What follows belongs to an exercise in optimizing a design on an open flow for small area and a short achievable clock period; a production flow would make more cautious choices.
Function was checked by simulation only, so behaviour that the tests miss may differ from the original.

Design p2core, start of the top module:
module p2core (
    input  logic        clk,
    input  logic        rst,
    output logic [31:0] imem_pc,
    input  logic [63:0] imem_word,
    input  logic        imem_ok,
    output logic        dmem_re,
    output logic        dmem_we,
    output logic [11:0] dmem_addr,
    output logic [31:0] dmem_wdata,
    input  logic [31:0] dmem_rdata,
    output logic        ret_valid,
    output logic [31:0] ret_pc,
    output logic        ret_has_dest,
    output logic [3:0]  ret_rd,
    output logic [31:0] ret_value,
    output logic        halted,
    output logic        fault,
    output logic [2:0]  fault_code,
    output logic [31:0] fault_pc,
    output logic [63:0] fault_info,
    output logic [31:0] cycles,
    output logic [31:0] retired
);
For scale: about 24000 cells after synthesis, ~3100 flip-flops, ~410 I/O pins, roughly 220000 sq um of cells after synthesis.
export LEC_CHECK = 0
export CAP_MARGIN = 20
export CORE_MARGIN = 2
export CORE_UTILIZATION = 30
export PLACE_DENSITY = 0.4
export SLEW_MARGIN = 20
create_clock -name core_clock -period 90.0 [get_ports {clk}]
standard.sh (not shown) runs the stock make flow with config.mk's settings and CLKGATE_MAP_FILE= SYNTH_SCRIPT=/design/flow/synth_recipe.tcl, a recipe that flattens the netlist after the stock synthesis.
==> flow/flow/run.sh <==
#!/bin/bash
# Layout flow: the standard ORFS flow (standard.sh), with two settings
# changed:
#  - ports are buffered with sky130_fd_sc_hd__buf_2 (instead of the default
#    delay buffer);
#  - clock tree synthesis builds its tree from clkbuf_4 and inserts no dummy
#    loads.
# Everything else (synthesis, floorplan, power grid, placement, routing) is
# the standard flow. ORFS writes each step's full log under orfs/logs/; the
# make output goes to flow_make.log here.
set -o pipefail
bash standard.sh finish \
  "BUFFER_PORTS_ARGS=-buffer_cell sky130_fd_sc_hd__buf_2" \
  "CTS_ARGS=-sink_clustering_enable -repair_clock_nets -dont_use_dummy_load -buf_list sky130_fd_sc_hd__clkbuf_4" \
  > flow_make.log 2>&1
status=$?
tail -40 flow_make.log
exit $status
Change:
==> flow/flow/run.sh (replaced) <==
#!/bin/bash
# Layout flow: the standard ORFS flow (standard.sh), with one setting
# changed: ports are buffered with sky130_fd_sc_hd__buf_2 (instead of the
# default delay buffer). Everything else (synthesis, floorplan, power grid,
# placement, clock tree, routing) is the standard flow. ORFS writes each
# step's full log under orfs/logs/; the make output goes to flow_make.log here.
set -o pipefail
bash standard.sh finish \
  "BUFFER_PORTS_ARGS=-buffer_cell sky130_fd_sc_hd__buf_2" \
  > flow_make.log 2>&1
status=$?
tail -40 flow_make.log
exit $status
This time the run completed, yet does not pass: max-capacitance violations, max-slew violations.
Global-route usage is about the same.
Final area rises by 2.6%.
Cell count goes down by 0.77%.
Change:
==> flow/flow/run.sh (replaced) <==
#!/bin/bash
# Layout flow: the standard ORFS flow (standard.sh), with two settings
# changed:
#  - ports are buffered with sky130_fd_sc_hd__buf_2 (instead of the default
#    delay buffer);
#  - clock tree synthesis builds its tree from clkbuf_4, clusters up to 7
#    registers within 40 um per leaf buffer and inserts no dummy loads.
# Everything else (synthesis, floorplan, power grid, placement, routing) is
# the standard flow. ORFS writes each step's full log under orfs/logs/; the
# make output goes to flow_make.log here.
set -o pipefail
bash standard.sh finish \
  "BUFFER_PORTS_ARGS=-buffer_cell sky130_fd_sc_hd__buf_2" \
  "CTS_ARGS=-sink_clustering_enable -repair_clock_nets -dont_use_dummy_load -buf_list sky130_fd_sc_hd__clkbuf_4 -sink_clustering_size 7 -sink_clustering_max_diameter 40" \
  > flow_make.log 2>&1
status=$?
tail -40 flow_make.log
exit $status
--- a/flow/config.mk
+++ b/flow/config.mk
@@ -6,7 +6,7 @@
 export NUM_CORES = 8
 export LEC_CHECK = 0
-export CAP_MARGIN = 20
+export CAP_MARGIN = 30
 export CORE_MARGIN = 2
 export CORE_UTILIZATION = 30
 export PLACE_DENSITY = 0.4
-export SLEW_MARGIN = 20
+export SLEW_MARGIN = 30
=> With this change the flow ran to the end with no violations. Critical path depth does not change. Cell area fell by a few percent. Global-route usage is about the same. Flip-flop and latch count is unchanged. Non-clock buffer count came out higher by 8.
Change:
==> flow/run.sh (new file) <==
#!/bin/bash
# synth_recipe.tcl (not shown) runs the flow's synth.tcl, then flattens the netlist and writes it again
# the make line also repeats each setting of config.mk as NAME=value (left out here)
make -C /OpenROAD-flow-scripts/flow DESIGN_CONFIG=/design/flow/config.mk WORK_HOME=/design/flow/orfs CLKGATE_MAP_FILE= SYNTH_SCRIPT=/design/flow/synth_recipe.tcl finish
--- a/flow/config.mk
+++ b/flow/config.mk
@@ -6,7 +6,7 @@
 export NUM_CORES = 8
 export LEC_CHECK = 0
-export CAP_MARGIN = 30
+export CAP_MARGIN = 20
 export CORE_MARGIN = 2
 export CORE_UTILIZATION = 30
 export PLACE_DENSITY = 0.4
-export SLEW_MARGIN = 30
+export SLEW_MARGIN = 20
removed: flow/flow/run.sh
removed: flow/standard.sh
After rerunning:
- With this change the flow finished but fails on max-capacitance violations
- routed wire length fell slightly
- maximum frequency fell by a few percent
- die area stays the same
- cell area rose by a few percent
- global-route usage fell by 0.13 points

## re-timing with driven ports
The results above use ideal ports. As a check the final layouts listed here were re-extracted and re-timed, cells and wires unchanged.
Step 1, drivers: a clkbuf_16 drives clk and a buf_2 each remaining input, both assumed.
Step 2 times the ports against the registers' clock, not the clock port: input delays grow and output delays shrink by t, the midpoint of the rising clock arrivals with the driver on.
Slacks: ideal / step 1 / step 2; pairs: ideal / step 1.
run	t (ns)	setup slack, ns	worst setup path after step 2	slew at the worst register clock pin (ns)
the first run	2.045	53.611 / 53.588 / 53.588	input to output	0.08 / 0.08
the second run	1.277	53.614 / 53.590 / 53.590	input to output	0.07 / 0.07
the third run	2.045	53.624 / 53.600 / 53.600	input to output	0.10 / 0.10
the fourth run	1.228	52.803 / 52.776 / 52.776	input to output	0.07 / 0.07
The setup slack of the fourth run, which loses most, moves by -0.027 ns with the drivers and by -0.027 ns with both steps.
